Context: an optimization exercise on an open-source flow, tuned for small area, a short achievable clock period and few clock cycles. The choices shown serve that exercise and are no tape-out recipe.
Function was not checked in any run shown here: the RTL went through the layout flow alone.
Power and IR drop assume default switching activity.

`flow/standard.sh`:
```
#!/bin/bash
# synth_recipe.tcl (not shown) runs the flow's synth.tcl, then flattens the netlist and writes it again
# the make line also repeats each setting of config.mk as NAME=value (left out here)
make -C /OpenROAD-flow-scripts/flow DESIGN_CONFIG=/design/flow/config.mk WORK_HOME=/design/flow/orfs CLKGATE_MAP_FILE= SYNTH_SCRIPT=/design/flow/synth_recipe.tcl "${@:-finish}"
```
`flow/design.v`:
```
module cw_dlo #(parameter K = 16) (
    input  wire [31:0]  a,
    input  wire [31:0]  b,
    output wire [K-1:0] lo,
    output wire         big
);
    wire [K:0] s = {1'b0, a[K-1:0]} - {1'b0, b[K-1:0]};
    assign lo = s[K-1:0];
    wire [31-K:0] ah = a[31:K];
    wire [31-K:0] bh = b[31:K];
    wire [31-K:0] p  = ah ^ bh;
    wire [31-K:0] c;
    assign c[0] = 1'b1;
    genvar i;
    generate
        for (i = 1; i <= 31 - K; i = i + 1) begin : g_c
            assign c[i] = c[i-1] & bh[i-1];
        end
    endgenerate
    wire e0 = ~|p;             
    wire e1 = &(p ~^ c);       
    assign big = ~(s[K] ? e1 : e0);
endmodule
module cw_rsub #(parameter W = 12) (
    input  wire [W-1:0] a,
    input  wire [W-1:0] b,
    output wire [W-1:0] d,
    output wire         nb
);
    wire [W:0] c;
    assign c[0] = 1'b1;
    genvar i;
    generate
        for (i = 0; i < W; i = i + 1) begin : g
            assign d[i]   = a[i] ^ ~b[i] ^ c[i];
            assign c[i+1] = (a[i] & ~b[i]) | (c[i] & (a[i] ^ ~b[i]));
        end
    endgenerate
    assign nb = c[W];
endmodule
module cw_radd #(parameter W = 12) (
    input  wire [W-1:0] a,
    input  wire [W-1:0] b,
    output wire [W:0]   s
);
    wire [W:0] c;
    assign c[0] = 1'b0;
    genvar i;
    generate
        for (i = 0; i < W; i = i + 1) begin : g
            assign s[i]   = a[i] ^ b[i] ^ c[i];
            assign c[i+1] = (a[i] & b[i]) | (c[i] & (a[i] ^ b[i]));
        end
    endgenerate
    assign s[W] = c[W];
endmodule
module cw_cmp #(parameter W = 14) (
    input  wire [W-1:0] a,
    input  wire [W-1:0] b,
    input  wire         cin,
    output wire         ge
);
    wire [W:0] c;
    assign c[0] = cin;
    genvar i;
    generate
        for (i = 0; i < W; i = i + 1) begin : g
            assign c[i+1] = (a[i] & ~b[i]) | ((a[i] | ~b[i]) & c[i]);
        end
    endgenerate
    assign ge = c[W];
endmodule
module cw_core (
    input  wire        clk,
    input  wire        rst,
    input  wire        cfg_mode,
    input  wire [15:0] cfg_debounce,
    input  wire        cfg_wgp,
    input  wire        cfg_ot_en,
    input  wire        cfg_st_en,
    input  wire        op_valid,
    output wire        op_ready,
    input  wire [39:0] op_word,
    output reg         resp_valid,
    output reg  [8:0]  resp,
    output wire        key_out,
    output reg         tone_tx,
    output reg         sidetone
);
    localparam [7:0] EMPTY   = 8'h00;
    localparam [7:0] ERRCH   = 8'h23;
    localparam [7:0] SPACECH = 8'h20;
    localparam [7:0] FILL    = 8'h2A;
    localparam [2:0] PH_IDLE       = 3'b000;
    localparam [2:0] PH_ASSERT     = 3'b100;
    localparam [2:0] PH_GAP_SYMBOL = 3'b001;
    localparam [2:0] PH_GAP_LETTER = 3'b010;
    localparam [2:0] PH_WORD_GAP   = 3'b011;
    localparam [10:0] DOT_RESET  = 11'd92;
    localparam [11:0] DASH_RESET = 12'd276;
    localparam [13:0] WGAP_RESET = 14'd646;
    localparam [13:0] W23_RESET  = 14'd430;    
    function automatic [7:0] lookup(input [6:0] idx);
        begin
            lookup =
                (idx == 7'h00) ? 8'h20 :
                (idx == 7'h01) ? 8'h45 :
                (idx == 7'h02) ? 8'h54 :
                (idx == 7'h03) ? 8'h49 :
                (idx == 7'h04) ? 8'h41 :
                (idx == 7'h05) ? 8'h4E :
                (idx == 7'h06) ? 8'h4D :
                (idx == 7'h07) ? 8'h53 :
                (idx == 7'h08) ? 8'h55 :
                (idx == 7'h09) ? 8'h52 :
                (idx == 7'h0A) ? 8'h57 :
                (idx == 7'h0B) ? 8'h44 :
                (idx == 7'h0C) ? 8'h4B :
                (idx == 7'h0D) ? 8'h47 :
                (idx == 7'h0E) ? 8'h4F :
                (idx == 7'h0F) ? 8'h48 :
                (idx == 7'h10) ? 8'h56 :
                (idx == 7'h11) ? 8'h46 :
                (idx == 7'h13) ? 8'h4C :
                (idx == 7'h15) ? 8'h50 :
                (idx == 7'h16) ? 8'h4A :
                (idx == 7'h17) ? 8'h42 :
                (idx == 7'h18) ? 8'h58 :
                (idx == 7'h19) ? 8'h43 :
                (idx == 7'h1A) ? 8'h59 :
                (idx == 7'h1B) ? 8'h5A :
                (idx == 7'h1C) ? 8'h51 :
                (idx == 7'h1F) ? 8'h35 :
                (idx == 7'h20) ? 8'h34 :
                (idx == 7'h22) ? 8'h33 :
                (idx == 7'h26) ? 8'h32 :
                (idx == 7'h27) ? 8'h26 :
                (idx == 7'h29) ? 8'h2B :
                (idx == 7'h2E) ? 8'h31 :
                (idx == 7'h2F) ? 8'h36 :
                (idx == 7'h30) ? 8'h3D :
                (idx == 7'h31) ? 8'h2F :
                (idx == 7'h35) ? 8'h28 :
                (idx == 7'h37) ? 8'h37 :
                (idx == 7'h3B) ? 8'h38 :
                (idx == 7'h3D) ? 8'h39 :
                (idx == 7'h3E) ? 8'h30 :
                (idx == 7'h4B) ? 8'h3F :
                (idx == 7'h4C) ? 8'h5F :
                (idx == 7'h51) ? 8'h22 :
                (idx == 7'h54) ? 8'h2E :
                (idx == 7'h59) ? 8'h40 :
                (idx == 7'h5D) ? 8'h27 :
                (idx == 7'h60) ? 8'h2D :
                (idx == 7'h69) ? 8'h3B :
                (idx == 7'h6A) ? 8'h21 :
                (idx == 7'h6C) ? 8'h29 :
                (idx == 7'h72) ? 8'h2C :
                (idx == 7'h77) ? 8'h3A :
                FILL;
        end
    endfunction
    function automatic [7:0] find_index(input [7:0] c);
        begin
            find_index =
                (c == 8'h20) ? 8'h00 :
                (c == 8'h21) ? 8'h6A :
                (c == 8'h22) ? 8'h51 :
                (c == 8'h26) ? 8'h27 :
                (c == 8'h27) ? 8'h5D :
                (c == 8'h28) ? 8'h35 :
                (c == 8'h29) ? 8'h6C :
                (c == 8'h2A) ? 8'h12 :
                (c == 8'h2B) ? 8'h29 :
                (c == 8'h2C) ? 8'h72 :
                (c == 8'h2D) ? 8'h60 :
                (c == 8'h2E) ? 8'h54 :
                (c == 8'h2F) ? 8'h31 :
                (c == 8'h30) ? 8'h3E :
                (c == 8'h31) ? 8'h2E :
                (c == 8'h32) ? 8'h26 :
                (c == 8'h33) ? 8'h22 :
                (c == 8'h34) ? 8'h20 :
                (c == 8'h35) ? 8'h1F :
                (c == 8'h36) ? 8'h2F :
                (c == 8'h37) ? 8'h37 :
                (c == 8'h38) ? 8'h3B :
                (c == 8'h39) ? 8'h3D :
                (c == 8'h3A) ? 8'h77 :
                (c == 8'h3B) ? 8'h69 :
                (c == 8'h3D) ? 8'h30 :
                (c == 8'h3F) ? 8'h4B :
                (c == 8'h40) ? 8'h59 :
                (c == 8'h41) ? 8'h04 :
                (c == 8'h42) ? 8'h17 :
                (c == 8'h43) ? 8'h19 :
                (c == 8'h44) ? 8'h0B :
                (c == 8'h45) ? 8'h01 :
                (c == 8'h46) ? 8'h11 :
                (c == 8'h47) ? 8'h0D :
                (c == 8'h48) ? 8'h0F :
                (c == 8'h49) ? 8'h03 :
                (c == 8'h4A) ? 8'h16 :
                (c == 8'h4B) ? 8'h0C :
                (c == 8'h4C) ? 8'h13 :
                (c == 8'h4D) ? 8'h06 :
                (c == 8'h4E) ? 8'h05 :
                (c == 8'h4F) ? 8'h0E :
                (c == 8'h50) ? 8'h15 :
                (c == 8'h51) ? 8'h1C :
                (c == 8'h52) ? 8'h09 :
                (c == 8'h53) ? 8'h07 :
                (c == 8'h54) ? 8'h02 :
                (c == 8'h55) ? 8'h08 :
                (c == 8'h56) ? 8'h10 :
                (c == 8'h57) ? 8'h0A :
                (c == 8'h58) ? 8'h18 :
                (c == 8'h59) ? 8'h1A :
                (c == 8'h5A) ? 8'h1B :
                (c == 8'h5F) ? 8'h4C :
                (c == 8'h61) ? 8'h04 :
                (c == 8'h62) ? 8'h17 :
                (c == 8'h63) ? 8'h19 :
                (c == 8'h64) ? 8'h0B :
                (c == 8'h65) ? 8'h01 :
                (c == 8'h66) ? 8'h11 :
                (c == 8'h67) ? 8'h0D :
                (c == 8'h68) ? 8'h0F :
                (c == 8'h69) ? 8'h03 :
                (c == 8'h6A) ? 8'h16 :
                (c == 8'h6B) ? 8'h0C :
                (c == 8'h6C) ? 8'h13 :
                (c == 8'h6D) ? 8'h06 :
                (c == 8'h6E) ? 8'h05 :
                (c == 8'h6F) ? 8'h0E :
                (c == 8'h70) ? 8'h15 :
                (c == 8'h71) ? 8'h1C :
                (c == 8'h72) ? 8'h09 :
                (c == 8'h73) ? 8'h07 :
                (c == 8'h74) ? 8'h02 :
                (c == 8'h75) ? 8'h08 :
                (c == 8'h76) ? 8'h10 :
                (c == 8'h77) ? 8'h0A :
                (c == 8'h78) ? 8'h18 :
                (c == 8'h79) ? 8'h1A :
                (c == 8'h7A) ? 8'h1B :
                8'hFF;
        end
    endfunction
    function automatic [6:0] find_code(input [7:0] c);
        begin
            find_code =
                (c == 8'h21) ? 7'h75 :
                (c == 8'h22) ? 7'h52 :
                (c == 8'h26) ? 7'h22 :
                (c == 8'h27) ? 7'h5E :
                (c == 8'h28) ? 7'h2D :
                (c == 8'h29) ? 7'h6D :
                (c == 8'h2A) ? 7'h1C :
                (c == 8'h2B) ? 7'h2A :
                (c == 8'h2C) ? 7'h73 :
                (c == 8'h2D) ? 7'h61 :
                (c == 8'h2E) ? 7'h6A :
                (c == 8'h2F) ? 7'h29 :
                (c == 8'h30) ? 7'h3F :
                (c == 8'h31) ? 7'h3E :
                (c == 8'h32) ? 7'h3C :
                (c == 8'h33) ? 7'h38 :
                (c == 8'h34) ? 7'h30 :
                (c == 8'h35) ? 7'h20 :
                (c == 8'h36) ? 7'h21 :
                (c == 8'h37) ? 7'h23 :
                (c == 8'h38) ? 7'h27 :
                (c == 8'h39) ? 7'h2F :
                (c == 8'h3A) ? 7'h47 :
                (c == 8'h3B) ? 7'h55 :
                (c == 8'h3D) ? 7'h31 :
                (c == 8'h3F) ? 7'h4C :
                (c == 8'h40) ? 7'h56 :
                (c == 8'h41) ? 7'h06 :
                (c == 8'h42) ? 7'h11 :
                (c == 8'h43) ? 7'h15 :
                (c == 8'h44) ? 7'h09 :
                (c == 8'h45) ? 7'h02 :
                (c == 8'h46) ? 7'h14 :
                (c == 8'h47) ? 7'h0B :
                (c == 8'h48) ? 7'h10 :
                (c == 8'h49) ? 7'h04 :
                (c == 8'h4A) ? 7'h1E :
                (c == 8'h4B) ? 7'h0D :
                (c == 8'h4C) ? 7'h12 :
                (c == 8'h4D) ? 7'h07 :
                (c == 8'h4E) ? 7'h05 :
                (c == 8'h4F) ? 7'h0F :
                (c == 8'h50) ? 7'h16 :
                (c == 8'h51) ? 7'h1B :
                (c == 8'h52) ? 7'h0A :
                (c == 8'h53) ? 7'h08 :
                (c == 8'h54) ? 7'h03 :
                (c == 8'h55) ? 7'h0C :
                (c == 8'h56) ? 7'h18 :
                (c == 8'h57) ? 7'h0E :
                (c == 8'h58) ? 7'h19 :
                (c == 8'h59) ? 7'h1D :
                (c == 8'h5A) ? 7'h13 :
                (c == 8'h5F) ? 7'h6C :
                (c == 8'h61) ? 7'h06 :
                (c == 8'h62) ? 7'h11 :
                (c == 8'h63) ? 7'h15 :
                (c == 8'h64) ? 7'h09 :
                (c == 8'h65) ? 7'h02 :
                (c == 8'h66) ? 7'h14 :
                (c == 8'h67) ? 7'h0B :
                (c == 8'h68) ? 7'h10 :
                (c == 8'h69) ? 7'h04 :
                (c == 8'h6A) ? 7'h1E :
                (c == 8'h6B) ? 7'h0D :
                (c == 8'h6C) ? 7'h12 :
                (c == 8'h6D) ? 7'h07 :
                (c == 8'h6E) ? 7'h05 :
                (c == 8'h6F) ? 7'h0F :
                (c == 8'h70) ? 7'h16 :
                (c == 8'h71) ? 7'h1B :
                (c == 8'h72) ? 7'h0A :
                (c == 8'h73) ? 7'h08 :
                (c == 8'h74) ? 7'h03 :
                (c == 8'h75) ? 7'h0C :
                (c == 8'h76) ? 7'h18 :
                (c == 8'h77) ? 7'h0E :
                (c == 8'h78) ? 7'h19 :
                (c == 8'h79) ? 7'h1D :
                (c == 8'h7A) ? 7'h13 :
                7'd1;
        end
    endfunction
    reg        rst_r;
    reg        rv;
    reg [39:0] r;
    reg        rdy;
    reg        c_mode, c_wgp;
    reg [16:0] c_thr;        
    assign op_ready = rdy;
    wire [3:0]  opc = r[39:36];
    wire        sig = r[32];
    wire [31:0] now = r[31:0];
    reg legal;
    always @* begin
        case (opc)
            4'd1, 4'd5:  legal = (r[35:16] == 20'd0);
            4'd2:        legal = (r[35:33] == 3'd0);
            4'd6:        legal = (r[35:32] == 4'd0);
            4'd3, 4'd4, 4'd7:
                         legal = (r[35:0] == 36'd0);
            4'd8, 4'd10: legal = (r[35:8] == 28'd0);
            4'd9:        legal = (r[35:7] == 29'd0);
            default:     legal = 1'b0;
        endcase
    end
    reg  fv;                  
    reg  dv_busy;
    wire is_dt  = (opc == 4'd2);
    wire hold   = rv && (dv_busy || (is_dt && !fv));    
    wire go     = rv && !hold;
    wire ex     = go && legal;
    wire ex_ss  = ex && (opc == 4'd1 || opc == 4'd5);
    reg        dv_dec;
    reg [5:0]  dv_cnt;
    reg [10:0] dv_w;
    reg [10:0] rem;
    reg [1:0]  r3;
    wire [10:0] w_op = r[15] ? 11'd1 :
                       (r[14:0] == 15'd0) ? 11'd1 :
                       (r[14:11] != 4'd0 || r[10:0] > 11'd1200) ? 11'd1200 : r[10:0];
    wire dv_ext  = dv_dec && c_wgp;                   
    wire dv_last = dv_ext ? (dv_cnt == 6'd37) : (dv_cnt == 6'd36);
    reg nbit, rfirst;
    always @* begin
        if (dv_cnt < 6'd11) begin
            nbit   = 11'd1200 >> (6'd10 - dv_cnt);
            rfirst = (dv_cnt == 6'd0);
        end else if (dv_cnt < 6'd23) begin
            nbit   = 12'd3600 >> (6'd22 - dv_cnt);
            rfirst = (dv_cnt == 6'd11);
        end else if (dv_cnt < 6'd37) begin
            nbit   = 14'd8400 >> (6'd36 - dv_cnt);
            rfirst = (dv_cnt == 6'd23);
        end else begin
            nbit   = 1'b0;
            rfirst = 1'b0;
        end
    end
    wire [11:0] dt    = {rfirst ? 11'd0 : rem, nbit};
    wire [11:0] dsb;
    wire        qb;
    cw_rsub #(.W(12)) u_dv (.a(dt), .b({1'b0, dv_w}), .d(dsb), .nb(qb));
    wire [10:0] rem_n = qb ? dsb[10:0] : dt[10:0];
    wire q_dot  = dv_cnt < 6'd11;
    wire q_dash = (dv_cnt >= 6'd11) && (dv_cnt < 6'd23);
    wire q_wgap = (dv_cnt >= 6'd23) && (dv_cnt < 6'd37);
    wire [2:0]  t3    = {(rfirst ? 2'd0 : r3), (dv_cnt < 6'd37) ? qb : 1'b0};
    wire        o3    = t3 >= 3'd3;
    wire [1:0]  r3_n  = o3 ? t3[1:0] - 2'd3 : t3[1:0];
    wire ld        = op_valid && rdy;
    wire dt_in     = (op_word[39:36] == 4'd2);
    wire dchg      = (go && is_dt) || (dv_busy && dv_dec);    
    wire dv_busy_n = ex_ss || (dv_busy && !dv_last);
    wire rdy_n     = !((ld && (dv_busy_n || (dt_in && dchg))) ||
                       (hold && (dv_busy_n || (is_dt && dchg))));
    always @(posedge clk) begin
        c_mode <= cfg_mode;
        c_wgp  <= cfg_wgp;
        c_thr  <= cfg_mode ? {6'd0, dec_dot} : {cfg_debounce, 1'b0};
        rst_r  <= rst;
        if (!hold) r <= op_word;
        if (rst) begin
            rv  <= 1'b0;
            rdy <= 1'b0;
        end else begin
            rv  <= ld || hold;
            rdy <= rst_r || rdy_n;
        end
        if (rst_r) begin
            dv_busy <= 1'b0;
            fv      <= 1'b0;
        end else begin
            fv  <= !dchg;
            if (ex_ss) begin
                dv_busy <= 1'b1;
                dv_dec  <= ~opc[2];
                dv_w    <= w_op;
                dv_cnt  <= 6'd0;
            end else if (dv_busy) begin
                dv_cnt <= dv_cnt + 6'd1;
                if (dv_last) dv_busy <= 1'b0;
            end
        end
        if (dv_busy) begin
            rem <= rem_n;
            r3  <= r3_n;
        end
    end
    reg [10:0] enc_dot;
    reg [11:0] enc_dash;
    reg [13:0] enc_wgap;
    reg        enc_pv;
    reg [6:0]  enc_s;             
    reg [2:0]  enc_phase;
    reg [31:0] enc_phase_start;
    reg [13:0] enc_phase_len;
    reg [10:0] dec_dot;
    reg [11:0] dec_dash;
    reg [13:0] dec_thr;           
    reg [6:0]  dec_tree;
    reg        dec_sig_state;
    reg        dec_last_raw;
    reg [31:0] dec_mark_start;
    reg [31:0] dec_space_start;
    reg [31:0] dec_last_trans;
    reg        dec_pending;
    reg        dec_ws_emitted;
    reg [7:0]  dec_out;           
    wire [15:0] a_lo;  wire a_big;
    wire [13:0] b_lo;  wire b_big;
    cw_dlo #(.K(16)) u_da (.a(now), .b(dec_last_trans), .lo(a_lo), .big(a_big));
    cw_dlo #(.K(14)) u_db (.a(now), .b(r[38] ? enc_phase_start : dec_space_start),
                           .lo(b_lo), .big(b_big));
    wire chg    = sig ^ dec_last_raw;
    wire ltsel  = c_mode ? sig : chg;
    wire fe_ge  = a_big || ({a_lo, 1'b0} >= c_thr);
    wire deb_ok = chg ? (c_thr == 17'd0) : fe_ge;
    wire aud_dn = fe_ge;
    wire tr_up  = sig && !dec_sig_state && (c_mode || deb_ok);
    wire tr_dn  = !sig && dec_sig_state && (c_mode ? aud_dn : deb_ok);
    wire st_n   = tr_up || (dec_sig_state && !tr_dn);
    wire        sp_zero = dec_sig_state && ltsel;
    wire [13:0] sp_lo   = (dec_sig_state && !r[38]) ? a_lo[13:0] : b_lo;
    wire        sp_big  = dec_sig_state ? (a_big || a_lo[15:14] != 2'd0) : b_big;
    wire gt_q   = !sp_zero && (sp_big || sp_lo[13:9] != 5'd0 || sp_lo[8:0] > dec_dot[10:2]);  
    wire ge_2d  = !sp_zero && (sp_big || sp_lo[13:12] != 2'd0 || sp_lo[11:0] >= {dec_dot, 1'b0});
    wire        cmp_ge;
    cw_cmp #(.W(14)) u_cmp (.a(sp_lo), .b(r[38] ? enc_phase_len : dec_thr), .cin(r[38]),
                            .ge(cmp_ge));
    wire over   = !sp_zero && (sp_big || cmp_ge);
    wire [12:0] d_lo;  wire d_big;
    cw_dlo #(.K(13)) u_dd (.a(dec_sig_state ? dec_last_trans : dec_space_start),
                           .b(dec_mark_start), .lo(d_lo), .big(d_big));
    wire [12:0] dd;
    cw_radd #(.W(12)) u_dd2 (.a({1'b0, dec_dot}), .b(dec_dash), .s(dd));
    reg         isdot, isdash;
    always @(posedge clk) begin
        isdot  <= !d_big && d_lo[12:11] == 2'd0 && {d_lo[10:0], 1'b0} < dec_dash;
        isdash <= !d_big && d_lo < dd;
    end
    wire c2     = !dec_pending && gt_q;
    wire err    = dec_tree >= 7'd63;
    wire [6:0] tree1 = !c2 ? dec_tree :
                       err ? 7'd0 :
                       isdot ? {dec_tree[5:0], 1'b0} + 7'd1 :
                       isdash ? {dec_tree[5:0], 1'b0} + 7'd2 : dec_tree;
    wire pend1  = dec_pending || (c2 && (err || isdot || isdash));
    wire c3     = ge_2d && (tree1 != 7'd0);
    wire c4     = over && !dec_ws_emitted && (tree1 == 7'd0) && !(c2 && err);
    wire enc_idle = (enc_phase == PH_IDLE) && !enc_pv;
    wire e_due = b_big || cmp_ge;
    wire       more = (enc_s[6:1] != 6'd1);    
    wire        idle_ph = (enc_phase == PH_IDLE);
    wire [11:0] gl_letter;
    wire [13:0] gl_word;
    wire        gl_nb0, gl_nb1;
    cw_rsub #(.W(12)) u_gl (.a(enc_dash), .b({1'b0, enc_dot}), .d(gl_letter), .nb(gl_nb0));
    cw_rsub #(.W(14)) u_gw (.a(enc_wgap), .b({2'b00, enc_dash}), .d(gl_word), .nb(gl_nb1));
    wire [13:0] gap_len = idle_ph ? gl_word : {2'b00, gl_letter};
    reg [2:0]  et_phase;
    reg        et_shift;
    reg [13:0] et_len;
    reg        et_start;
    reg        et_done;
    always @* begin
        et_phase  = enc_phase;
        et_shift  = 1'b0;
        et_len    = enc_phase_len;
        et_start  = 1'b0;
        et_done   = 1'b0;
        if (idle_ph) begin
            if (enc_pv) begin
                et_start = 1'b1;
                if (enc_s == 7'd1) begin
                    et_phase = PH_WORD_GAP;
                    et_len   = gap_len;
                end else begin
                    et_phase  = PH_ASSERT;
                    et_len    = enc_s[0] ? {2'b00, enc_dash} : {3'b000, enc_dot};
                end
            end
        end else if (e_due) begin
            et_start = 1'b1;
            case (enc_phase)
                PH_ASSERT: begin
                    et_phase = PH_GAP_SYMBOL;
                    et_len   = {3'b000, enc_dot};
                end
                PH_GAP_SYMBOL: begin
                    if (more) begin
                        et_shift  = 1'b1;
                        et_phase  = PH_ASSERT;
                        et_len    = enc_s[1] ? {2'b00, enc_dash} : {3'b000, enc_dot};
                    end else begin
                        et_phase  = PH_GAP_LETTER;
                        et_len    = gap_len;
                    end
                end
                default: begin
                    et_phase = PH_IDLE;
                    et_start = 1'b0;
                    et_done  = 1'b1;
                end
            endcase
        end
    end
    wire [7:0] fnd = find_index(r[7:0]);
    wire write_ok = enc_idle && (r[7:0] != FILL) && (r[7:0] != EMPTY);
    wire dv_d = dv_busy && dv_dec;
    wire dv_e = dv_busy && !dv_dec;
    always @(posedge clk) begin
        if (rst_r) begin
            dec_dot         <= DOT_RESET;
            dec_dash        <= DASH_RESET;
            dec_thr         <= c_wgp ? W23_RESET : WGAP_RESET;
            dec_tree        <= 7'd0;
            dec_sig_state   <= 1'b0;
            dec_last_raw    <= 1'b0;
            dec_pending     <= 1'b1;
            dec_ws_emitted  <= 1'b1;
            dec_out         <= EMPTY;
        end else begin
            if (dv_d && q_dot)  dec_dot  <= {dec_dot[9:0], qb};
            if (dv_d && q_dash) dec_dash <= {dec_dash[10:0], qb};
            if (dv_d && (c_wgp ? dv_cnt >= 6'd23 : q_wgap))
                dec_thr <= {dec_thr[12:0], c_wgp ? o3 : qb};
            if (ex && opc == 4'd2) begin
                dec_sig_state  <= st_n;
                dec_last_raw   <= sig;
                if (st_n) begin
                    dec_pending    <= 1'b0;
                    dec_ws_emitted <= 1'b0;
                end else begin
                    dec_pending <= pend1;
                    if (c3) begin
                        dec_tree <= 7'd0;
                        dec_out  <= {1'b1, tree1};
                    end else begin
                        dec_tree <= tree1;
                        if (c2 && err) dec_out <= ERRCH;
                        else if (c4)   dec_out <= SPACECH;
                    end
                    if (c4) dec_ws_emitted <= 1'b1;
                end
            end
            if (ex && opc == 4'd4) dec_out <= EMPTY;
        end
        if (ex && opc == 4'd2) begin
            if (ltsel) dec_last_trans <= now;
            if (tr_up) dec_mark_start  <= ltsel ? now : dec_last_trans;
            if (tr_dn) dec_space_start <= ltsel ? now : dec_last_trans;
        end
    end
    always @(posedge clk) begin
        if (rst_r) begin
            enc_dot         <= DOT_RESET;
            enc_dash        <= DASH_RESET;
            enc_wgap        <= WGAP_RESET;
            enc_pv          <= 1'b0;
            enc_phase       <= PH_IDLE;
        end else begin
            if (dv_e && q_dot)  enc_dot  <= {enc_dot[9:0], qb};
            if (dv_e && q_dash) enc_dash <= {enc_dash[10:0], qb};
            if (dv_e && q_wgap) enc_wgap <= {enc_wgap[12:0], qb};
            if (ex && opc == 4'd6) begin
                enc_phase     <= et_phase;
                if (et_done)  enc_pv <= 1'b0;
            end
            if (ex && opc == 4'd8 && write_ok) enc_pv <= 1'b1;
        end
        if (ex && opc == 4'd6) begin
            if (et_shift) enc_s <= {1'b0, enc_s[6:1]};
            enc_phase_len <= et_len;
            if (et_start) enc_phase_start <= now;
        end
        if (ex && opc == 4'd8 && write_ok)
            enc_s <= find_code(r[7:0]);
    end
    wire [7:0] lk = lookup((opc == 4'd9) ? r[6:0] : dec_out[6:0]);
    reg  [7:0] data;
    always @* begin
        case (opc)
            4'd3:    data = {7'd0, dec_out != EMPTY};
            4'd4:    data = dec_out[7] ? lk : dec_out;
            4'd7:    data = {7'd0, enc_idle};
            4'd8:    data = {7'd0, write_ok};
            4'd9:    data = lk;
            4'd10:   data = fnd;
            default: data = 8'h00;
        endcase
        if (!legal) data = 8'h00;
    end
    reg key_r;
    always @(posedge clk) begin
        if (rst) begin
            resp_valid <= 1'b0;
            key_r      <= 1'b0;
            tone_tx    <= 1'b0;
        end else begin
            resp_valid <= go;
            if (ex && opc == 4'd6) key_r <= et_phase[2];
            tone_tx    <= cfg_ot_en && key_r;
        end
        if (rst || rst_r) sidetone <= 1'b0;
        else              sidetone <= cfg_st_en && dec_sig_state;
        resp <= {!legal, data};
    end
    assign key_out = key_r;
endmodule
```
`flow/constraint.sdc`:
```
create_clock -name core_clock -period 32.0 [get_ports {clk}]
set_input_delay 6.4000 -clock core_clock [delete_from_list [all_inputs] [get_ports {clk}]]
set_output_delay 6.4000 -clock core_clock [all_outputs]
set_load 0.01 [all_outputs]
```
`flow/flow/run.sh`:
```
#!/bin/bash
# Own layout flow: the standard flow, except that the port buffers that
# global placement inserts (inputN / outputN) are made plain buffers
# (sky130_fd_sc_hd__buf_2) instead of delay buffers before clock-tree
# synthesis. Each tool's output goes to a log of its own in this folder.
set -euo pipefail
RES=orfs/results/${FLOW_PLATFORM}/cw_core/base
bash standard.sh synth          > log_1_synth.log 2>&1
bash standard.sh floorplan      > log_2_floorplan.log 2>&1
bash standard.sh place          > log_3_place.log 2>&1
cat > port_buffers.tcl <<EOT
read_db $RES/3_place.odb
set db [ord::get_db]
set buf [\$db findMaster sky130_fd_sc_hd__buf_2]
set n 0
foreach inst [[ord::get_db_block] getInsts] {
  if {[regexp {^(input|output)[0-9]+\$} [\$inst getName]] &&
      [string match {sky130_fd_sc_hd__clkdlybuf*} [[\$inst getMaster] getName]]} {
    \$inst swapMaster \$buf
    incr n
  }
}
puts "swapped \$n port buffers"
detailed_placement
check_placement -verbose
write_db $RES/3_place.odb
EOT
openroad -no_init -exit port_buffers.tcl > log_3_port_buffers.log 2>&1
bash standard.sh finish         > log_4_finish.log 2>&1
```
`flow/config.mk`:
```
export PLATFORM = sky130hd
export DESIGN_NAME = cw_core
export DESIGN_NICKNAME = cw_core
export VERILOG_FILES = /design/flow/design.v
export SDC_FILE = /design/flow/constraint.sdc
export NUM_CORES = 4
export LEC_CHECK = 0
export CAP_MARGIN = 20
export CORE_MARGIN = 2
export CORE_UTILIZATION = 40
export SLEW_MARGIN = 20
```
==> results.sh, run 1 <==
export IMPL_timing_worst_slew_pin_value_ps=1280
export IMPL_run_status="no timing/DRC/antenna violations"
export IMPL_cts_root_buffer_cell="sky130_fd_sc_hd__clkbuf_16"
export IMPL_placeableCoreArea_mm2=0.0627
export IMPL_timing_max_slew_rel_slack=0.130
export IMPL_timing_rr_start="r[0]"
export IMPL_critPathKind="flip-flop to output port"
export IMPL_worst_ir_drop_vdd_mv=0.0355
export IMPL_yosys_warnings=1
export IMPL_timing_critical_path_arrival_ps=1130
export IMPL_yosys_register_bits=356
export IMPL_io_pins=77
export IMPL_grt_util_all_layers=0.244
export IMPL_syn_nets=3022
export IMPL_pin_count_of_the_biggest_net_entering_global_routing=69
export IMPL_clock_tree_buffer_depth=3
export IMPL_max_stage_delay_cell_worst_path="sky130_fd_sc_hd__dfxtp_1"
export IMPL_end_kind="output port"
export IMPL_overflow=0
export IMPL_dominant_synthesized_flop_cell="sky130_fd_sc_hd__edfxtp_1"
export IMPL_setup_violations=0
export IMPL_first_global_vias=21200
export IMPL_placed_cells=3602
export IMPL_cts_inserted_buffers=42
export IMPL_placed_cell_area_mm2=0.0268
export IMPL_drv_cap=0
export IMPL_postRouteWirelength_mm=82.4
export IMPL_clk_pin_slew_worst_paths_ps=60
export IMPL_placement_io_buffers=76
export IMPL_fin_skew_ps=29.7
export IMPL_path_max_fanout=2
export IMPL_routed_wire_length_per_instance_um=22.4
export IMPL_tritoncts="yes"
export IMPL_first_pass_grt_wire_length_mm=126
export IMPL_clock_latency_ps=600
export IMPL_critical_path_startpoint="rdy"
export IMPL_floorplan_die_area_mm2=0.0652
export IMPL_initial_core_util=0.403
export IMPL_stdcell_count=3680
export IMPL_antennaDiodeCount=0
export IMPL_mappedNetlistArea_mm2=0.0253
export IMPL_total_leakage_power_uw=0.0105
export IMPL_clock_sinks=356
export IMPL_final_hold_viol_count=0
export IMPL_area_growth_pct=10.5
export IMPL_fp_dieW_um=255
export IMPL_layout_min_cycle_time_ps=7530
export IMPL_grt_antenna_before_repair=0
export IMPL_startpoint_type="flip-flop"
export IMPL_postCtsHoldBufs=0
export IMPL_viasPerCell=6.09
export IMPL_num_rows=92
export IMPL_postSynth_asyncResetShare=0
export IMPL_totalNegativeSetupSlack_ps=0
export IMPL_finish_net_count=3020
export IMPL_synth_edff_count=234
export IMPL_grt_setup_unrepaired="no"
export IMPL_worstPathRequired_ps=25600
export IMPL_detail_route_iter0_violations=2526
export IMPL_detail_route_first_pass_iterations=7
export IMPL_synthesis_area_per_instance_um2=9.02
export IMPL_critical_path_cell_chain="buf_2"
export IMPL_max_freq_ghz=0.133
export IMPL_worst_path_dominant_cell_family="flip-flops"
export IMPL_routabilityCongestion=0.956
export IMPL_num_vias=22400
export IMPL_timing_critical_path_buf_inv=1
export IMPL_final_layout_size_suffix_gt1_frac=0.105
export IMPL_post_cts_resized_instances=0
export IMPL_detailedPlacementHpwl_mm=59.9
export IMPL_drt_drc_violations_left=0
export IMPL_min_period_over_period=0.235
export IMPL_final_max_slew_violation_count=0
export IMPL_worstHoldStart="dec_dot[4]"
export IMPL_die_y_um=255
export IMPL_layout_cell_area_non_filler_mm2=0.0279
export IMPL_critPathMaxStageDelay_ps=390
export IMPL_cts_setup_buffers=0
export IMPL_synth_seq_area_share=0.375
export IMPL_timing_hold_worst_class="flip-flop to flip-flop"
export IMPL_cts_htree_levels=2
export IMPL_synthCells=2802
export IMPL_antenna_left=0
export IMPL_power_density_mw_per_mm2=41.1
export IMPL_post_synth_num_cell_types=100
[per-layer routing]
| layer | global-route usage | up-vias | wire [µm] | part of all wire |
|---|---|---|---|---|
| li1 | - | 10300 | - | - |
| met3 | 0.0350 | 149 | 6430 | 0.078 |
| met4 | 0.0655 | 0 | 2090 | 0.025 |
| met5 | 0 | - | 0 | 0 |
| met2 | 0.377 | 991 | 36100 | 0.44 |
| met1 | 0.354 | 10900 | 37800 | 0.46 |
[metrics by stage]
step | hold WS, ps | utilization | setup WS, ps | power [µW]
after global routing | 502 | 0.445 | 24420 | 1190
after CTS | 485 | 0.445 | 24450 | 1160
after detailed placement | 478 | 0.427 | 23780 | 635
after floorplan | 424 | - | 22530 | 591
final | 480 | 0.445 | 24470 | 1150
after global placement | 458 | 0.427 | 23730 | 633
[synthesized netlist by cell type (40+ instances only)]
library cell / n / share of area
sky130_fd_sc_hd__a21oi_1: 194 / 0.038
sky130_fd_sc_hd__clkbuf_1: 126 / 0.019
sky130_fd_sc_hd__dfxtp_1: 122 / 0.097
sky130_fd_sc_hd__edfxtp_1: 234 / 0.28
sky130_fd_sc_hd__fa_1: 44 / 0.035
sky130_fd_sc_hd__ha_1: 113 / 0.056
sky130_fd_sc_hd__inv_1: 150 / 0.022
sky130_fd_sc_hd__mux2_2: 63 / 0.028
sky130_fd_sc_hd__mux2i_1: 114 / 0.045
sky130_fd_sc_hd__nand2_1: 263 / 0.039
sky130_fd_sc_hd__nand3_1: 68 / 0.013
sky130_fd_sc_hd__nor2_1: 269 / 0.040
sky130_fd_sc_hd__nor2b_1: 40 / 0.0099
sky130_fd_sc_hd__nor3_1: 58 / 0.011
sky130_fd_sc_hd__o21ai_0: 171 / 0.034
sky130_fd_sc_hd__xnor2_1: 61 / 0.021
sky130_fd_sc_hd__xor2_1: 44 / 0.015
[kinds of logic (layout without fill, tap and decap cells)]
| kind of cell | count (synthesis) | count (layout) | share of synthesized area |
|---|---|---|---|
| multiplexers | 179 | 179 | 0.0741 |
| buffers and inverters | 312 | 344 | 0.0478 |
| flip-flops | 356 | 356 | 0.375 |
| XOR/XNOR | 105 | 105 | 0.0364 |
| AND/OR/NAND/NOR | 926 | 926 | 0.177 |
| AO/OA/AOI/OAI | 762 | 762 | 0.197 |
| adder cells (fa/ha/maj) | 162 | 162 | 0.0927 |
[worst paths after layout]
path	endpoint	slack [ps]	cells after the start
worst max-delay path	op_ready	24470	1
worst min-delay path	dec_dot[5]	480	2
worst min register to register	dec_dot[5]	480	2
worst max register to register	dec_out[5]	24630	18
[final cells by class]
| type | count | area (µm²) |
|---|---|---|
| Fill cell | 5955 | 34800 |
| Multi-Input combinational cell | 2134 | 14700 |
| Sequential cell | 356 | 9470 |
| Clock buffer | 53 | 1160 |
| Tap cell | 846 | 1060 |
| Timing Repair Buffer | 113 | 658 |
| Inverter | 153 | 574 |
| Clock inverter | 25 | 357 |
[power breakdown]
group	total [µW]	internal, µW	switching [µW]
registers	502	494	8.01
logic	124	43.5	80.1
clock network	524	316	208
[cell usage in the layout (no fill, tap or decap), types with 22 or more instances in the layout]
cell | Yosys | final
sky130_fd_sc_hd__o21a_1 | 39 | 39
sky130_fd_sc_hd__buf_2 | 12 | 76
sky130_fd_sc_hd__nand4_1 | 27 | 27
sky130_fd_sc_hd__nor3_1 | 58 | 57
sky130_fd_sc_hd__mux2_2 | 63 | 63
sky130_fd_sc_hd__edfxtp_1 | 234 | 234
sky130_fd_sc_hd__a221oi_1 | 24 | 24
sky130_fd_sc_hd__and2_1 | 22 | 22
sky130_fd_sc_hd__nor2b_1 | 40 | 40
sky130_fd_sc_hd__a21o_1 | 33 | 33
sky130_fd_sc_hd__o22ai_1 | 32 | 32
sky130_fd_sc_hd__nand2_1 | 263 | 263
sky130_fd_sc_hd__o211ai_1 | 34 | 34
sky130_fd_sc_hd__buf_4 | 1 | 37
sky130_fd_sc_hd__clkbuf_16 | 0 | 43
sky130_fd_sc_hd__nor4_1 | 34 | 33
sky130_fd_sc_hd__nand3_1 | 68 | 68
sky130_fd_sc_hd__a211oi_1 | 36 | 36
sky130_fd_sc_hd__ha_1 | 113 | 113
sky130_fd_sc_hd__a31oi_1 | 36 | 36
sky130_fd_sc_hd__a21oi_1 | 194 | 192
sky130_fd_sc_hd__o21ai_0 | 171 | 170
sky130_fd_sc_hd__nor2_1 | 269 | 269
sky130_fd_sc_hd__xor2_1 | 44 | 44
sky130_fd_sc_hd__fa_1 | 44 | 44
sky130_fd_sc_hd__mux2i_1 | 114 | 114
sky130_fd_sc_hd__xnor2_1 | 61 | 60
sky130_fd_sc_hd__dfxtp_1 | 122 | 120
sky130_fd_sc_hd__inv_1 | 150 | 150
sky130_fd_sc_hd__nand2b_1 | 30 | 30
[flip-flops by register name (all words and copies together) (netlist names), 12 cells and up]
register,count
enc_wgap,14
enc_phase_start,32
r,40
dec_last_trans,32
c_thr,17
dec_dash,12
enc_dash,12
dec_mark_start,32
enc_phase_len,14
dec_thr,14
dec_space_start,32
==> inputs of run 2 (changes only) <==
--- a/flow/design.v
+++ b/flow/design.v
@@ -359,11 +359,9 @@
     reg  fv;                  
-    reg  dv_busy;
     wire is_dt  = (opc == 4'd2);
-    wire hold   = rv && (dv_busy || (is_dt && !fv));    
+    wire ss_r   = rv && legal && (opc == 4'd1 || opc == 4'd5);    
+    wire dv_last;
+    wire hold   = rv && ((ss_r && !dv_last) || (is_dt && !fv));    
     wire go     = rv && !hold;
     wire ex     = go && legal;
-    wire ex_ss  = ex && (opc == 4'd1 || opc == 4'd5);
-    reg        dv_dec;
     reg [5:0]  dv_cnt;
-    reg [10:0] dv_w;
     reg [10:0] rem;
@@ -373,4 +371,5 @@
                        (r[14:11] != 4'd0 || r[10:0] > 11'd1200) ? 11'd1200 : r[10:0];
+    wire dv_dec  = ~opc[2];
     wire dv_ext  = dv_dec && c_wgp;                   
-    wire dv_last = dv_ext ? (dv_cnt == 6'd37) : (dv_cnt == 6'd36);
+    assign dv_last = dv_ext ? (dv_cnt == 6'd37) : (dv_cnt == 6'd36);
     reg nbit, rfirst;
@@ -394,3 +393,3 @@
     wire        qb;
-    cw_rsub #(.W(12)) u_dv (.a(dt), .b({1'b0, dv_w}), .d(dsb), .nb(qb));
+    cw_rsub #(.W(12)) u_dv (.a(dt), .b({1'b0, w_op}), .d(dsb), .nb(qb));
     wire [10:0] rem_n = qb ? dsb[10:0] : dt[10:0];
@@ -404,6 +403,7 @@
     wire dt_in     = (op_word[39:36] == 4'd2);
-    wire dchg      = (go && is_dt) || (dv_busy && dv_dec);    
-    wire dv_busy_n = ex_ss || (dv_busy && !dv_last);
-    wire rdy_n     = !((ld && (dv_busy_n || (dt_in && dchg))) ||
-                       (hold && (dv_busy_n || (is_dt && dchg))));
+    wire ss_in     = (op_word[38:36] == 3'b001 || op_word[38:36] == 3'b101) && !op_word[39];
+    wire dchg      = (go && is_dt) || (ss_r && dv_dec);    
+    wire dv_more   = ss_r && (dv_cnt != (dv_ext ? 6'd36 : 6'd35));
+    wire rdy_n     = !((ld && (ss_in || (dt_in && dchg))) ||
+                       (hold && (dv_more || (is_dt && dchg))));
     always @(posedge clk) begin
@@ -422,17 +422,9 @@
         if (rst_r) begin
-            dv_busy <= 1'b0;
-            fv      <= 1'b0;
+            dv_cnt <= 6'd0;
+            fv     <= 1'b0;
         end else begin
-            fv  <= !dchg;
-            if (ex_ss) begin
-                dv_busy <= 1'b1;
-                dv_dec  <= ~opc[2];
-                dv_w    <= w_op;
-                dv_cnt  <= 6'd0;
-            end else if (dv_busy) begin
-                dv_cnt <= dv_cnt + 6'd1;
-                if (dv_last) dv_busy <= 1'b0;
-            end
+            fv     <= !dchg;
+            dv_cnt <= (ss_r && !dv_last) ? dv_cnt + 6'd1 : 6'd0;
         end
-        if (dv_busy) begin
+        if (ss_r) begin
             rem <= rem_n;
@@ -561,4 +553,4 @@
     wire write_ok = enc_idle && (r[7:0] != FILL) && (r[7:0] != EMPTY);
-    wire dv_d = dv_busy && dv_dec;
-    wire dv_e = dv_busy && !dv_dec;
+    wire dv_d = ss_r && dv_dec;
+    wire dv_e = ss_r && !dv_dec;
     always @(posedge clk) begin
==> run 2 against run 1 <==
Sequential share of layout area is 0.65 points lower; clock skew is 6.4 ps lower; via count is 4.7% lower; hold slack worse by 23 ps; wire length is 3.7% lower; cell count is 4.1% lower; register-to-register slack worse by 420 ps; non-clock buffer count is 4 higher; setup slack worse by 260 ps; die area is 2.7% lower; largest cell class unchanged.
==> results.sh, run 2 <==
export IMPL_run_status="no timing/DRC/antenna violations"
export IMPL_synthDominantCellAreaShare=0.264
export IMPL_drt_drc_violations_left=0
export IMPL_postSynth_asyncResetShare=0
export IMPL_synth_edff_count=216
export IMPL_min_period_over_period=0.244
export IMPL_synth_top_area_cell="sky130_fd_sc_hd__edfxtp_1"
export IMPL_regArea_mm2=0.00903
export IMPL_critPathKind="flip-flop to flip-flop"
export IMPL_timing_critical_path_arrival_ps=8140
export IMPL_viasPerCell=6.05
export IMPL_finish_net_count=2931
export IMPL_cts_root_buffer_cell="sky130_fd_sc_hd__clkbuf_16"
export IMPL_worstHoldStart="enc_wgap[7]"
export IMPL_clock_sinks=343
export IMPL_layout_common_cells="268 x sky130_fd_sc_hd__nor2_1, 216 x sky130_fd_sc_hd__nand2_1, 216 x sky130_fd_sc_hd__edfxtp_1"
export IMPL_layout_min_cycle_time_ps=7790
export IMPL_first_global_vias=20700
export IMPL_routabilityCongestion=0.930
export IMPL_die_y_um=252
export IMPL_detailedPlacementHpwl_mm=58.1
export IMPL_fin_skew_ps=23.3
export IMPL_post_cts_resized_instances=0
export IMPL_placeableCoreArea_mm2=0.0606
export IMPL_internal_power_uw=816
export IMPL_synth_compound_area_share=0.196
export IMPL_first_pass_grt_wire_length_mm=122
export IMPL_synth_xor_xnor_area_share=0.0371
export IMPL_dominant_combinational_cell_family_by_area_after_synthesis="compound AO/OA/AOI/OAI gates"
export IMPL_tritoncts="yes"
export IMPL_floorplan_die_area_mm2=0.0634
export IMPL_clkPwrFrac=0.456
export IMPL_dominant_synthesized_flop_cell="sky130_fd_sc_hd__edfxtp_1"
export IMPL_detail_route_first_pass_iterations=6
export IMPL_mostFrequentLayoutCell="sky130_fd_sc_hd__nor2_1"
export IMPL_synthAdderAreaFrac=0.0946
export IMPL_num_rows=90
export IMPL_clock_latency_ps=600
export IMPL_total_leakage_power_uw=0.00980
export IMPL_yosys_register_bits=343
export IMPL_placement_io_buffers=76
export IMPL_timing_max_slew_rel_slack=0.268
export IMPL_initial_core_util=0.406
export IMPL_synth_top_cells_by_area="sky130_fd_sc_hd__edfxtp_1 26%, sky130_fd_sc_hd__dfxtp_1 10%, sky130_fd_sc_hd__ha_1 5.8%"
export IMPL_grt_setup_unrepaired="no"
export IMPL_overflow=0
export IMPL_largest_reg_flops=40
export IMPL_yosys_warnings=1
export IMPL_max_freq_ghz=0.128
export IMPL_area_growth_pct=10.6
export IMPL_cts_setup_buffers=0
export IMPL_final_layout_size_suffix_gt1_frac=0.114
export IMPL_postRouteWirelength_mm=79.4
export IMPL_clk_pin_slew_worst_paths_ps=60
export IMPL_synth_seq_area_share=0.367
export IMPL_grt_antenna_before_repair=0
export IMPL_netlist_top_cells_count="269 x sky130_fd_sc_hd__nor2_1, 216 x sky130_fd_sc_hd__edfxtp_1, 216 x sky130_fd_sc_hd__nand2_1, 170 x sky130_fd_sc_hd__a21oi_1, 150 x sky130_fd_sc_hd__inv_1"
export IMPL_end_kind="flip-flop"
export IMPL_detail_route_iter0_violations=2039
export IMPL_final_fill_count=5911
export IMPL_fp_dieW_um=252
export IMPL_timing_rr_start="r[11]"
export IMPL_synth_area_mux_share=0.0808
export IMPL_postCtsHoldBufs=0
export IMPL_drv_cap=0
export IMPL_combined_area_of_the_multi_input_logic_cells_mm2=0.0144
export IMPL_synthCells=2703
export IMPL_cts_htree_levels=2
export IMPL_post_synth_num_cell_types=97
export IMPL_worst_ir_drop_vdd_mv=0.0391
export IMPL_syn_nets=2923
export IMPL_totalNegativeSetupSlack_ps=0
export IMPL_mappedNetlistArea_mm2=0.0246
export IMPL_top_register="r"
export IMPL_startpoint_type="flip-flop"
export IMPL_path_max_fanout=27
export IMPL_setup_violations=0
export IMPL_io_pins=77
export IMPL_synthesis_area_per_instance_um2=9.09
export IMPL_clock_tree_buffer_depth=3
export IMPL_worstPathRequired_ps=32350
export IMPL_final_max_slew_violation_count=0
export IMPL_antenna_left=0
export IMPL_routed_wire_length_per_instance_um=22.5
export IMPL_cts_inserted_buffers=43
export IMPL_pin_count_of_the_biggest_net_entering_global_routing=57
export IMPL_grt_util_all_layers=0.246
export IMPL_stdcell_count=3528
export IMPL_placed_cells=3447
export IMPL_num_vias=21300
export IMPL_final_hold_viol_count=0
export IMPL_pwr_share_seq=0.435
export IMPL_timing_hold_worst_class="flip-flop to flip-flop"
export IMPL_net_switching_power_uw=294
export IMPL_critical_path_startpoint="r[11]"
export IMPL_timing_worst_slew_pin_value_ps=1100
export IMPL_yosysMostFrequentCell="sky130_fd_sc_hd__nor2_1"
export IMPL_power_density_mw_per_mm2=40.9
export IMPL_synthSimpleGateAreaFrac=0.176
export IMPL_p_sw_frac=0.265
export IMPL_power_combinational_fraction=0.109
run 2: final cells by class:
cell class,count,area share
well taps,782,0.0360
diodes,1,0.0000921
multi-input cells,2055,0.531
repair buffers,117,0.0255
clock inverters,25,0.0111
inverters,151,0.0209
clock buffers,54,0.0434
flip-flops and latches,343,0.332
run 2: worst paths after layout:
path	slack, ps	endpoint	depth (start not counted)
worst max-delay path	24210	r3[1]	20
worst min-delay path	460	enc_wgap[8]	2
worst max register to register	24210	r3[1]	20
worst min register to register	460	enc_wgap[8]	2
run 2: per-layer routing:
metal  wire length [µm]  vias to the layer above  GRT usage  part of all wire
li1                   -                    10000          -                 -
met4               3250                        0      0.101             0.041
met2              36300                      815      0.398              0.46
met3               4710                      176     0.0301             0.059
met5                  0                        -          0                 0
met1              35100                    10300      0.334              0.44
run 2: cell families (layout without fill, tap and decap cells):
logic type               Yosys count  after routing
AO/OA/AOI/OAI                    714            714
XOR/XNOR                         104            104
adder cells (fa/ha/maj)          160            160
buffers and inverters            305            347
flip-flops                       343            343
multiplexers                     187            187
other                              0              1
AND/OR/NAND/NOR                  890            890
run 2: worst max-delay path: stages (launching register included):
cell	delay, ps
sky130_fd_sc_hd__edfxtp_1	480
sky130_fd_sc_hd__or4_1	740
sky130_fd_sc_hd__nor4_1	410
sky130_fd_sc_hd__a21oi_1	220
sky130_fd_sc_hd__nor2b_1	220
sky130_fd_sc_hd__and2_1	200
sky130_fd_sc_hd__fa_1	410
sky130_fd_sc_hd__fa_1	390
sky130_fd_sc_hd__fa_1	390
sky130_fd_sc_hd__fa_1	410
sky130_fd_sc_hd__fa_1	410
sky130_fd_sc_hd__fa_1	410
sky130_fd_sc_hd__fa_1	420
sky130_fd_sc_hd__fa_1	390
sky130_fd_sc_hd__fa_1	360
sky130_fd_sc_hd__inv_1	70
sky130_fd_sc_hd__fa_1	160
sky130_fd_sc_hd__a21o_1	680
sky130_fd_sc_hd__nor2b_1	300
sky130_fd_sc_hd__ha_1	260
sky130_fd_sc_hd__a22o_1	210
run 2: power by group through the flow:
stage,combinational [µW],sequential (µW),clock [µW]
finish,121,483,506
floorplan,81.9,488,0
CTS,119,483,517
global route,131,484,533
global placement,120,492,0
detailed placement,122,493,0
run 2: metrics by stage:
stage                     hold slack [ps]  total power, µW  setup slack (ps)  area (µm²)  utilization
after floorplan                       424              570             22630       24600            -
after global placement                446              613             24160       26000        0.430
after detailed placement              448              614             24130       26000        0.430
after CTS                             455             1120             24280       27100        0.448
after global routing                  482             1150             23880       27200        0.448
final                                 457             1110             24210       27200        0.449
==> inputs of run 3 (changes only) <==
--- a/flow/config.mk
+++ b/flow/config.mk
@@ -7,5 +7,5 @@
 export LEC_CHECK = 0
-export CAP_MARGIN = 20
+export CAP_MARGIN = 50
 export CORE_MARGIN = 2
 export CORE_UTILIZATION = 40
-export SLEW_MARGIN = 20
+export SLEW_MARGIN = 70
==> run 3 against run 2 <==
Critical path depth decreased by 19; sequential share of layout area fell by 1.1 points; count of clock-buffer cells in the layout fell by 1; maximum frequency up 4.0%; synthesized area did not move; hold slack better by 2.5 ps; wire length grew 1.1%; largest cell class unchanged; highest routed layer unchanged.
==> results.sh, run 3 <==
export IMPL_run_status="no timing/DRC/antenna violations"
export IMPL_worstPathRequired_ps=25600
export IMPL_timing_hold_worst_class="flip-flop to flip-flop"
export IMPL_antennaDiodeCount=0
export IMPL_routed_wire_length_per_instance_um=22.5
export IMPL_first_global_vias=21000
export IMPL_totalNegativeSetupSlack_ps=0
export IMPL_cts_inserted_buffers=43
export IMPL_end_kind="output port"
export IMPL_rrSetupSlack_ps=24640
export IMPL_drt_drc_violations_left=0
export IMPL_syn_nets=2923
export IMPL_tritoncts="yes"
export IMPL_mappedNetlistArea_mm2=0.0246
export IMPL_synthDominantCellAreaShare=0.264
export IMPL_final_layout_size_suffix_gt1_frac=0.159
export IMPL_synth_edff_count=216
export IMPL_critical_path_cell_chain="buf_2"
export IMPL_p_sw_frac=0.264
export IMPL_worstHoldStart="enc_wgap[9]"
export IMPL_detailedPlacementHpwl_mm=59.1
export IMPL_timing_max_slew_rel_slack=0.707
export IMPL_critPathKind="flip-flop to output port"
export IMPL_max_stage_delay_cell_worst_path="sky130_fd_sc_hd__dfxtp_1"
export IMPL_detail_route_first_pass_iterations=6
export IMPL_initial_core_util=0.406
export IMPL_power_density_mw_per_mm2=40.0
export IMPL_largest_reg_flops=40
export IMPL_final_max_slew_violation_count=0
export IMPL_clock_sinks=343
export IMPL_pin_count_of_the_biggest_net_entering_global_routing=57
export IMPL_placement_io_buffers=76
export IMPL_net_switching_power_uw=297
export IMPL_hold_path_cell_count=2
export IMPL_yosys_register_bits=343
export IMPL_yosys_warnings=1
export IMPL_layout_cell_area_non_filler_mm2=0.0281
export IMPL_top_register="r"
export IMPL_finish_net_count=2969
export IMPL_grt_antenna_before_repair=1
export IMPL_io_pins=77
export IMPL_timing_worst_slew_pin_value_ps=436
export IMPL_synth_top_area_cell="sky130_fd_sc_hd__edfxtp_1"
export IMPL_cts_setup_buffers=0
export IMPL_floorplan_die_area_mm2=0.0634
export IMPL_mostFrequentLayoutCell="sky130_fd_sc_hd__nor2_1"
export IMPL_fin_skew_ps=16.7
export IMPL_fp_dieW_um=252
export IMPL_layout_min_cycle_time_ps=7500
export IMPL_post_cts_resized_instances=0
export IMPL_synth_top_cells_by_area="sky130_fd_sc_hd__edfxtp_1 26%, sky130_fd_sc_hd__dfxtp_1 10%, sky130_fd_sc_hd__ha_1 5.8%"
export IMPL_startpoint_type="flip-flop"
export IMPL_num_rows=90
export IMPL_worst_r2r_cell_count=23
export IMPL_post_synth_num_cell_types=97
export IMPL_p_total_uw=1120
export IMPL_synth_seq_area_share=0.367
export IMPL_pwr_share_seq=0.428
export IMPL_area_growth_pct=14.3
export IMPL_timing_critical_path_arrival_ps=1100
export IMPL_postRouteWirelength_mm=80.3
export IMPL_clock_tree_buffer_depth=3
export IMPL_timing_critical_path_buf_inv=1
export IMPL_timing_rr_start="r[1]"
export IMPL_routabilityCongestion=0.930
export IMPL_clkPwrFrac=0.455
export IMPL_worst_ir_drop_vdd_mv=0.0355
export IMPL_setup_violations=0
export IMPL_worst_path_dominant_cell_family="flip-flops"
export IMPL_min_period_over_period=0.234
export IMPL_drv_cap=0
export IMPL_antenna_left=0
export IMPL_postCtsHoldBufs=0
export IMPL_placeableCoreArea_mm2=0.0606
export IMPL_crit_reg2reg_capture="r3[1]"
export IMPL_power_combinational_fraction=0.116
export IMPL_hold_end="enc_wgap[10]"
export IMPL_dominant_synthesized_flop_cell="sky130_fd_sc_hd__edfxtp_1"
export IMPL_die_y_um=252
export IMPL_grt_util_all_layers=0.248
export IMPL_critPathMaxStageDelay_ps=350
export IMPL_postSynth_asyncResetShare=0
export IMPL_total_leakage_power_uw=0.0101
export IMPL_synthesis_area_per_instance_um2=9.09
export IMPL_clk_pin_slew_worst_paths_ps=60
export IMPL_overflow=0
export IMPL_internal_power_uw=827
export IMPL_final_hold_viol_count=0
export IMPL_yosysMostFrequentCell="sky130_fd_sc_hd__nor2_1"
export IMPL_max_freq_ghz=0.133
export IMPL_clock_latency_ps=600
export IMPL_path_max_fanout=3
export IMPL_grt_setup_unrepaired="no"
export IMPL_synthCells=2703
export IMPL_viasPerCell=6.03
export IMPL_cts_root_buffer_cell="sky130_fd_sc_hd__clkbuf_16"
export IMPL_netlist_top_cells_count="269 x sky130_fd_sc_hd__nor2_1, 216 x sky130_fd_sc_hd__edfxtp_1, 216 x sky130_fd_sc_hd__nand2_1, 170 x sky130_fd_sc_hd__a21oi_1, 150 x sky130_fd_sc_hd__inv_1"
export IMPL_cts_htree_levels=2
export IMPL_num_vias=21500
export IMPL_first_pass_grt_wire_length_mm=123
export IMPL_detail_route_iter0_violations=2171
export IMPL_layout_common_cells="253 x sky130_fd_sc_hd__nor2_1, 216 x sky130_fd_sc_hd__edfxtp_1, 211 x sky130_fd_sc_hd__nand2_1"
export IMPL_placed_cell_area_mm2=0.0268
run 3: final cells by class:
type,instances,area [µm²]
clock buffer,53,1130
clock inverter,24,345
fill,5850,32500
inverter,151,572
multi-input combinational,2055,15000
sequential,343,9040
tap,782,978
timing repair buffer,155,1060
run 3: power groups by stage:
stage	combinational, µW	clock (µW)	sequential (µW)
finish	131	512	481
global route	141	539	482
CTS	126	524	481
detailed placement	129	0	491
global placement	120	0	492
floorplan	81.9	0	488
run 3: stage by stage:
stage	hold slack [ps]	instances	worst slack, ps	util
after CTS	460	3559	24470	0.460
after detailed placement	451	3482	24240	0.442
final	459	3563	24500	0.464
after global routing	486	3563	24340	0.464
after global placement	446	3447	24160	0.430
after floorplan	424	2703	22630	-
run 3: how the worst max path moves through the flow:
stage	from	endpoint	slack [ps]	cells past startpoint
after floorplan	r[0]	dec_mark_start[0]	22630	16
after global placement	op_word[37]	rdy	24160	8
after detailed placement	op_word[37]	rdy	24240	8
after CTS	key_r	key_out	24470	1
after global routing	r[1]	r3[0]	24340	24
final	key_r	key_out	24500	1
run 3: cell families (layout without fill, tap and decap cells):
logic type | count (synthesis) | after routing | synth area share
compound gates | 714 | 714 | 0.196
xor+xnor | 104 | 104 | 0.0371
mux | 187 | 187 | 0.0808
fa+ha+maj | 160 | 160 | 0.0946
flops | 343 | 343 | 0.367
simple gates | 890 | 890 | 0.176
buf+inv | 305 | 383 | 0.0484
run 3: layer usage:
metal | up-vias | global-route usage | wire [µm]
li1 | 10100 | - | -
met4 | 0 | 0.0903 | 2990
met1 | 10400 | 0.331 | 34900
met3 | 164 | 0.0362 | 5160
met2 | 845 | 0.409 | 37300
met5 | - | 0 | 0
==> inputs of run 4 (changes only) <==
--- a/flow/design.v
+++ b/flow/design.v
@@ -392,4 +392,6 @@
     wire [11:0] dsb;
+    wire        dsb_nb;
     wire        qb;
-    cw_rsub #(.W(12)) u_dv (.a(dt), .b({1'b0, w_op}), .d(dsb), .nb(qb));
+    cw_cmp  #(.W(12)) u_dq (.a(dt), .b({1'b0, w_op}), .cin(1'b1), .ge(qb));
+    cw_rsub #(.W(12)) u_dv (.a(dt), .b({1'b0, w_op}), .d(dsb), .nb(dsb_nb));
     wire [10:0] rem_n = qb ? dsb[10:0] : dt[10:0];
--- a/flow/config.mk
+++ b/flow/config.mk
@@ -7,2 +7,3 @@
 export LEC_CHECK = 0
+export ABC_AREA = 1
 export CAP_MARGIN = 50
@@ -10,2 +11,4 @@
 export CORE_UTILIZATION = 40
+export CTS_CLUSTER_DIAMETER = 110
+export CTS_CLUSTER_SIZE = 20
 export SLEW_MARGIN = 70
==> run 4 against run 3 <==
Largest cell class unchanged; hold slack got worse by 8.3 ps; core utilization fell by 2.1 points; cell count rose by 14%; final area fell by 5.4%; combinational power fell by 12%; critical endpoint unchanged; sequential cell count did not move; clock power fell by about 40%; sequential share of layout area rose by 1.8 points; clock skew rose by 9.3 ps; still clean.
==> results.sh, run 4 <==
export IMPL_min_period_over_period=0.234
export IMPL_drt_drc_violations_left=0
export IMPL_timing_hold_worst_class="flip-flop to flip-flop"
export IMPL_startpoint_type="flip-flop"
export IMPL_detail_route_iter0_violations=1915
export IMPL_placed_cell_area_mm2=0.0262
export IMPL_critical_path_cell_chain="buf_2"
export IMPL_grt_util_all_layers=0.236
export IMPL_clock_tree_buffer_depth=3
export IMPL_critPathKind="flip-flop to output port"
export IMPL_dp_worst_setup_slack_ps=24320
export IMPL_timing_rr_start="r[3]"
export IMPL_total_leakage_power_uw=0.0118
export IMPL_layout_min_cycle_time_ps=7480
export IMPL_detailedPlacementHpwl_mm=57.7
export IMPL_clk_pin_slew_worst_paths_ps=90
export IMPL_synth_top_area_cell="sky130_fd_sc_hd__edfxtp_1"
export IMPL_overflow=0
export IMPL_num_rows=90
export IMPL_floorplan_die_area_mm2=0.0624
export IMPL_max_stage_delay_cell_worst_path="sky130_fd_sc_hd__dfxtp_1"
export IMPL_cts_htree_levels=1
export IMPL_num_vias=21900
export IMPL_fp_dieW_um=250
export IMPL_placement_io_buffers=76
export IMPL_layout_common_cells="569 x sky130_fd_sc_hd__nand2_1, 495 x sky130_fd_sc_hd__inv_1, 373 x sky130_fd_sc_hd__nor2_1"
export IMPL_final_max_slew_violation_count=0
export IMPL_final_layout_size_suffix_gt1_frac=0.0931
export IMPL_yosys_warnings=1
export IMPL_clock_latency_ps=580
export IMPL_clock_sinks=343
export IMPL_first_global_vias=20400
export IMPL_routabilityCongestion=0.956
export IMPL_dominant_synthesized_flop_cell="sky130_fd_sc_hd__edfxtp_1"
export IMPL_fin_skew_ps=26.1
export IMPL_path_max_fanout=3
export IMPL_synth_top_cells_by_area="sky130_fd_sc_hd__edfxtp_1 27%, sky130_fd_sc_hd__dfxtp_1 11%, sky130_fd_sc_hd__nand2_1 9.0%"
export IMPL_yosys_register_bits=343
export IMPL_postRouteWirelength_mm=74.9
export IMPL_setup_violations=0
export IMPL_end_kind="output port"
export IMPL_timing_critical_path_buf_inv=1
export IMPL_antenna_left=0
export IMPL_worst_r2r_cell_count=21
export IMPL_critPathMaxStageDelay_ps=360
export IMPL_die_y_um=250
export IMPL_area_growth_pct=10.1
export IMPL_pin_count_of_the_biggest_net_entering_global_routing=59
export IMPL_tritoncts="yes"
export IMPL_grt_setup_unrepaired="no"
export IMPL_timing_max_slew_rel_slack=0.693
export IMPL_crit_reg2reg_capture="rem[10]"
export IMPL_layout_cell_area_non_filler_mm2=0.0266
export IMPL_first_pass_grt_wire_length_mm=117
export IMPL_hold_end="tone_tx"
export IMPL_final_fill_count=6143
export IMPL_detail_route_first_pass_iterations=5
export IMPL_postSynth_asyncResetShare=0
export IMPL_timing_worst_slew_pin_value_ps=455
export IMPL_netlist_top_cells_count="577 x sky130_fd_sc_hd__nand2_1, 506 x sky130_fd_sc_hd__inv_1, 392 x sky130_fd_sc_hd__nor2_1, 248 x sky130_fd_sc_hd__o21ai_0, 216 x sky130_fd_sc_hd__edfxtp_1"
export IMPL_hold_path_cell_count=2
export IMPL_cts_inserted_buffers=22
export IMPL_mostFrequentLayoutCell="sky130_fd_sc_hd__nand2_1"
export IMPL_cts_root_buffer_cell="sky130_fd_sc_hd__clkbuf_16"
export IMPL_io_pins=77
export IMPL_synthCells=3177
export IMPL_run_status="no timing/DRC/antenna violations"
export IMPL_worst_ir_drop_vdd_mv=0.0361
export IMPL_max_freq_ghz=0.134
export IMPL_regArea_mm2=0.00903
export IMPL_synth_seq_area_share=0.374
export IMPL_largest_reg_flops=40
export IMPL_postCtsHoldBufs=0
export IMPL_worst_path_dominant_cell_family="flip-flops"
export IMPL_finish_net_count=3485
export IMPL_synth_edff_count=216
export IMPL_post_synth_num_cell_types=64
export IMPL_synthDominantCellAreaShare=0.269
export IMPL_mappedNetlistArea_mm2=0.0241
export IMPL_worstHoldStart="key_r"
export IMPL_timing_critical_path_arrival_ps=1080
export IMPL_totalNegativeSetupSlack_ps=0
export IMPL_final_hold_viol_count=0
export IMPL_cts_setup_buffers=0
export IMPL_layout_setup_ws_ps=24520
export IMPL_worstPathRequired_ps=25600
export IMPL_syn_nets=3414
export IMPL_post_cts_resized_instances=0
export IMPL_grt_antenna_before_repair=0
export IMPL_power_density_mw_per_mm2=34.0
export IMPL_combined_area_of_the_multi_input_logic_cells_mm2=0.0132
export IMPL_rrSetupSlack_ps=25500
export IMPL_routed_wire_length_per_instance_um=18.5
export IMPL_top_register="r"
export IMPL_placeableCoreArea_mm2=0.0600
export IMPL_synthesis_area_per_instance_um2=7.60
export IMPL_drv_cap=0
export IMPL_viasPerCell=5.40
export IMPL_antennaDiodeCount=0
export IMPL_yosysMostFrequentCell="sky130_fd_sc_hd__nand2_1"
export IMPL_initial_core_util=0.402
[run 4: cell types whose count changed after synthesis, moves of 33 or more]
cell / previous run / this run
sky130_fd_sc_hd__o21ai_0: 145 / 248
sky130_fd_sc_hd__nand3_1: 61 / 151
sky130_fd_sc_hd__clkbuf_1: 126 / 64
sky130_fd_sc_hd__nand2_1: 216 / 577
sky130_fd_sc_hd__xor2_1: 39 / 72
sky130_fd_sc_hd__mux2_2: 73 / 0
sky130_fd_sc_hd__nand2b_1: 35 / 0
sky130_fd_sc_hd__inv_1: 150 / 506
sky130_fd_sc_hd__mux2i_1: 110 / 6
sky130_fd_sc_hd__nor2b_1: 44 / 0
sky130_fd_sc_hd__nor2_1: 269 / 392
sky130_fd_sc_hd__xnor2_1: 65 / 20
[run 4: how the worst max path moves through the flow]
stage,endpoint,depth (start not counted),slack (ps),startpoint
global route,key_out,1,24480,key_r
detailed placement,rdy,5,24320,op_word[38]
global placement,c_thr[1],3,24220,cfg_mode
CTS,key_out,1,24490,key_r
floorplan,c_thr[7],4,24840,cfg_mode
finish,key_out,1,24520,key_r
[run 4: final cells by class]
class / instances / share of cell area
clock buffer: 34 / 0.0224
clock inverter: 6 / 0.00315
inverter: 514 / 0.0728
multi-input combinational: 2245 / 0.497
sequential: 343 / 0.340
tap: 782 / 0.0368
timing repair buffer: 122 / 0.0278
[run 4: cell families (layout without fill, tap and decap cells)]
group	Yosys count	after routing	share of synthesized area
AOI/OAI and AO/OA	577	577	0.138
muxes	7	7	0.00306
DFF	343	343	0.374
xor gates and xnor gates	93	93	0.0340
and+or+nand+nor	1394	1394	0.255
buffers and inverters	589	676	0.0927
adders and majority gates	174	174	0.104
[run 4: routing by layer]
metal / GRT usage / vias to the layer above / routed length (µm)
met5: 0 / - / 0
met1: 0.350 / 10200 / 35700
met4: 0.0515 / 0 / 1740
met3: 0.0248 / 107 / 4870
met2: 0.368 / 731 / 32600
li1: - / 10800 / -
[run 4: through the flow]
stage                     utilization  hold slack, ps  instances  power (µW)
final                           0.443             451       4046         903
after global routing            0.443             480       4046         936
after CTS                       0.442             454       4045         906
after detailed placement        0.437             436       4005         608
after global placement          0.429             440       3976         604
after floorplan                     -             426       3177         561
[run 4: where the power goes]
group | switching [µW] | internal [µW]
Clock | 168 | 137
Combinational | 79.0 | 36.5
Sequential | 6.98 | 475
Total | 254 | 648

what the ideal ports hide:
How much do the figures lean on ideal ports? The routed layouts below were timed once more, with nothing changed but the port constraints. Step 1, drivers: a clkbuf_16 drives clk and a buf_2 each remaining input, both assumed. Step 2 times the ports against the registers' clock, not the clock port: input delays grow and output delays shrink by t, the midpoint of the rising clock arrivals with the driver on. Three values: ideal, step 1, step 2; two values: the first two.
| run | shift t [ns] | slack for setup (ns) | slew at the worst register clock pin (ns) | cell pins on the clock port's net |
|---|---|---|---|---|
| run 1 | 0.638 | 24.467 / 24.413 / 23.987 | 0.07 / 0.07 | 1 |
| run 2 | 0.650 | 24.206 / 24.206 / 24.206 | 0.07 / 0.07 | 1 |
| run 3 | 0.652 | 24.504 / 24.442 / 24.601 | 0.06 / 0.06 | 1 |
| run 4 | 0.628 | 24.520 / 24.463 / 24.791 | 0.09 / 0.09 | 1 |
After both steps setup and hold are still met in every run listed. The setup slack of run 1, which loses most, moves by -0.054 ns with the drivers and by -0.480 ns with both steps.
